Source: an optimization exercise on an open RTL-to-GDS flow (aim: small area, a short achievable clock period and few clock cycles). Production flows keep margins and buffers that such runs may drop.
Only simulation tests tie the RTL to the original design; equivalence was not proved.
Power is estimated from default activity; no workload was simulated.

==> flow/design.v <==
module nasa_scale_enc (
    input  wire        clk,
    input  wire        rst,
    input  wire        start,
    input  wire [31:0] q_num,       
    input  wire [15:0] q_den,       
    input  wire [15:0] a_num,       
    input  wire [15:0] a_den,       
    input  wire [1:0]  width,       
    input  wire        is_signed,
    output wire        ready,
    output reg         done,
    output wire [31:0] bytes_out,
    output reg         range_err
);
    reg         s_idle, s_mul, s_chk, s_align, s_div, s_ovf, s_fin;
    reg         mul1;        
    reg         first;       
    reg         chk2;        
    reg  [5:0]  cnt;
    reg         neg;         
    reg  [1:0]  w_r;
    reg         s_r;
    reg         ovf_hi;      
    reg  [65:0] x;
    reg  [31:0] qx;          
    reg  [31:0] pd;          
    wire w8  = (w_r == 2'd0);
    wire w16 = (w_r == 2'd1);
    wire [15:0] mr_or = x[31:16] | pd[15:0];
    reg  [3:0]  top;
    integer i;
    always @* begin
        top = 4'd0;
        for (i = 0; i < 16; i = i + 1)
            if (mr_or[i]) top = i[3:0];
    end
    wire        bn    = x[16];
    wire        sub   = !x[65];
    wire [33:0] add_a = x[65:32] & {34{!s_fin}};
    wire [33:0] add_b = s_mul ? {2'd0, qx & {32{bn}}} :
                        s_fin ? {2'd0, x[32:1]} :
                                {{2{sub}}, pd ^ {32{sub}}};
    wire        rnd   = (x[0] ^ neg) && ((|x[64:33]) || (x[1] ^ neg));
    wire        add_c = s_mul ? (bn & neg) : s_fin ? 1'b1 : sub;
    wire [33:0] sum   = add_a + add_b + {33'd0, add_c};
    wire        q_bit = !sum[33];
    wire        bd    = pd[0];
    wire [16:0] sum_d = {1'b0, pd[31:16]} + (bd ? {1'b0, x[15:0]} : 17'd0);
    wire [31:0] qs    = x[32:1];
    wire hi7  = qs[7],  hi15 = qs[15], hi31 = qs[31];
    wire lo7z = ~|qs[6:0],  lo15z = ~|qs[14:0],  lo31z = ~|qs[30:0];
    wire lo7o = &qs[6:0],   lo15o = &qs[14:0],   lo31o = &qs[30:0];
    wire hiK  = neg ^ (w8 ? hi7  : w16 ? hi15  : hi31);
    wire sz   = w8 ? lo7z : w16 ? lo15z : lo31z;
    wire so   = w8 ? lo7o : w16 ? lo15o : lo31o;
    wire loKz = neg ? so : sz;                           
    wire loKo = neg ? sz : so;                           
    wire mag0 = !hiK && loKz && !rnd;                    
    wire in_range = s_r ? (neg ? (!hiK || (loKz && !rnd))              
                               : (!hiK && !(loKo && rnd)))             
                        : (neg ? mag0
                               : !(hiK && loKo && rnd));               
    assign ready = s_idle;
    assign bytes_out = x[31:0];
    wire [31:0] wmask = {{16{!w8 && !w16}}, {8{!w8}}, 8'hff};
    wire       mul_last = mul1 ? ~|mr_or[15:1] : (cnt == 6'd0);
    wire [3:0] top_m1   = top - 4'd1;
    wire       ovf0     = first && (ovf_hi || q_bit);    
    wire [5:0] n_div    = w8 ? 6'd9 : 6'd17;
    always @(posedge clk) begin
        if (s_idle) begin
            x   <= {34'd0, a_den, q_den};
            pd  <= {16'd0, a_num};
            qx  <= q_num ^ {32{q_num[31]}};
            neg <= q_num[31];
            w_r <= width;
            s_r <= is_signed;
        end
        if (s_mul) begin
            pd       <= {sum_d, pd[15:1]};
            x[65:16] <= {2'd0, sum[32:0], x[31:17]};
            if (mul_last) x[15:0] <= {1'b0, {15{neg}}};
            cnt      <= mul_last ? n_div : mul1 ? {2'd0, top_m1} : cnt - 6'd1;
            ovf_hi   <= 1'b0;
        end
        if (s_align) begin
            x      <= w8 ? {x[57:0], 8'd0} : {8'd0, x[65:8]};
            ovf_hi <= w8 && (|x[63:57]);
            if (!w8) cnt <= chk2 ? 6'd33 : 6'd25;
        end
        if (s_div) begin
            x         <= {sum[32:0], x[31:0], first ? (neg && !cnt[5]) : (q_bit ^ neg)};
            cnt       <= cnt - 6'd1;
            range_err <= 1'b1;
        end
        if (s_ovf) begin
            x[31:0]   <= 32'd0;
        end
        if (s_fin) begin
            x[31:0]   <= ((rnd ^ neg) ? sum[31:0] : x[32:1]) & wmask & {32{in_range}};
            range_err <= !in_range;
        end
    end
    always @(posedge clk) begin
        if (rst) begin
            s_idle  <= 1'b1;
            s_mul   <= 1'b0;
            s_chk   <= 1'b0;
            s_align <= 1'b0;
            s_div   <= 1'b0;
            s_ovf   <= 1'b0;
            s_fin   <= 1'b0;
            done    <= 1'b0;
            first   <= 1'b0;
            mul1    <= 1'b0;
            chk2    <= 1'b0;
        end else begin
            done <= 1'b0;
            mul1 <= 1'b0;
            if (s_idle && start) begin
                s_idle <= 1'b0;
                s_mul  <= 1'b1;
                mul1   <= 1'b1;
            end
            if (s_mul && mul_last) begin
                s_mul   <= 1'b0;
                s_align <= w8;
                s_chk   <= w_r[1];
                s_div   <= w16;
                first   <= 1'b1;
                chk2    <= 1'b0;
            end
            if (s_chk) begin
                s_chk   <= 1'b0;
                s_align <= q_bit;        
                s_div   <= !q_bit;
            end
            if (s_align) begin
                s_align <= 1'b0;
                s_chk   <= w_r[1] && !chk2;
                s_div   <= !w_r[1] || chk2;
                chk2    <= 1'b1;
            end
            if (s_div) begin
                first <= 1'b0;
                if (ovf0) begin
                    s_div  <= 1'b0;
                    s_ovf  <= 1'b1;
                end
                if (cnt == 6'd0) begin
                    s_div <= 1'b0;
                    s_fin <= 1'b1;
                end
            end
            if (s_ovf) begin
                s_ovf  <= 1'b0;
                s_idle <= 1'b1;
                done   <= 1'b1;
            end
            if (s_fin) begin
                s_fin  <= 1'b0;
                s_idle <= 1'b1;
                done   <= 1'b1;
            end
        end
    end
endmodule
==> flow/config.mk <==
export PLATFORM = sky130hd
export DESIGN_NAME = nasa_scale_enc
export DESIGN_NICKNAME = nasa_scale_enc
export VERILOG_FILES = /design/flow/design.v
export SDC_FILE = /design/flow/constraint.sdc
export NUM_CORES = 4
export LEC_CHECK = 0
export CAP_MARGIN = 20
export CORE_MARGIN = 2
export CORE_UTILIZATION = 40
export SLEW_MARGIN = 20
==> flow/constraint.sdc <==
create_clock -name core_clock -period 12.0 [get_ports {clk}]
set_input_delay 2.4000 -clock core_clock [delete_from_list [all_inputs] [get_ports {clk}]]
set_output_delay 2.4000 -clock core_clock [all_outputs]
set_load 0.01 [all_outputs]
standard.sh (not shown) runs the stock make flow with config.mk's settings and CLKGATE_MAP_FILE= SYNTH_SCRIPT=/design/flow/synth_recipe.tcl, a recipe that flattens the netlist after the stock synthesis.
==> flow/flow/run.sh <==
#!/bin/bash
bash standard.sh SETUP_SLACK_MARGIN=8 finish > standard.log 2>&1
Testbench counts at the start, summed over its fixed seeds: cycles 76,081.
Change:
==> flow/run.sh (new file) <==
#!/bin/bash
# synth_recipe.tcl (not shown) runs the flow's synth.tcl, then flattens the netlist and writes it again
# the make line also repeats each setting of config.mk as NAME=value (left out here)
make -C /OpenROAD-flow-scripts/flow DESIGN_CONFIG=/design/flow/config.mk WORK_HOME=/design/flow/orfs CLKGATE_MAP_FILE= SYNTH_SCRIPT=/design/flow/synth_recipe.tcl finish
removed: flow/flow/run.sh
removed: flow/standard.sh
Count of clock-buffer cells in the layout is higher by 1.
Global-route usage is lower by 0.64 points.
Combinational power is lower by about 16%.
Total power is lower by 5.8%.
Utilization is lower by 2.9 points.
Wire length is lower by 3.6%.
Change:
==> flow/flow/run.sh (new file) <==
#!/bin/bash
bash standard.sh SETUP_SLACK_MARGIN=8 TNS_END_PERCENT=0 finish > standard.log 2>&1
==> flow/standard.sh (new file) <==
#!/bin/bash
# synth_recipe.tcl (not shown) runs the flow's synth.tcl, then flattens the netlist and writes it again
# the make line also repeats each setting of config.mk as NAME=value (left out here)
make -C /OpenROAD-flow-scripts/flow DESIGN_CONFIG=/design/flow/config.mk WORK_HOME=/design/flow/orfs CLKGATE_MAP_FILE= SYNTH_SCRIPT=/design/flow/synth_recipe.tcl "${@:-finish}"
removed: flow/run.sh
After rerunning:
- non-clock buffer count rose by 8
- clock power fell by about 7%
- fmax rose by about 20%
- critical path depth fell by 15

re-timing with driven ports:
In the flow no input, the clock included, has a driving cell. The finished layouts below were timed again as built, in two steps. Step 1, drivers: a clkbuf_16 drives clk and a buf_2 each remaining input, both assumed. Step 2, shift: input delay + t, output delay - t, t = (earliest + latest rising clock arrival at the registers) / 2. This alone moves slack from input paths to output paths. a / b / c = ideal ports / drivers / drivers and shift; a / b = the first two.
| run | shift t [ns] | setup WS [ns] | clock arrival spread, ns |
|---|---|---|---|
| the first run | 0.483 | 7.977 / 7.968 / 7.724 | 0.015 / 0.015 |
| the second run | 0.484 | 6.777 / 6.777 / 6.777 | 0.017 / 0.016 |
| the third run | 0.483 | 7.668 / 7.621 / 7.739 | 0.014 / 0.014 |
After both steps setup and hold are still met in every run listed. For the first run, which loses most, drivers alone change the setup slack by -0.009 ns; drivers and shift together by -0.253 ns.
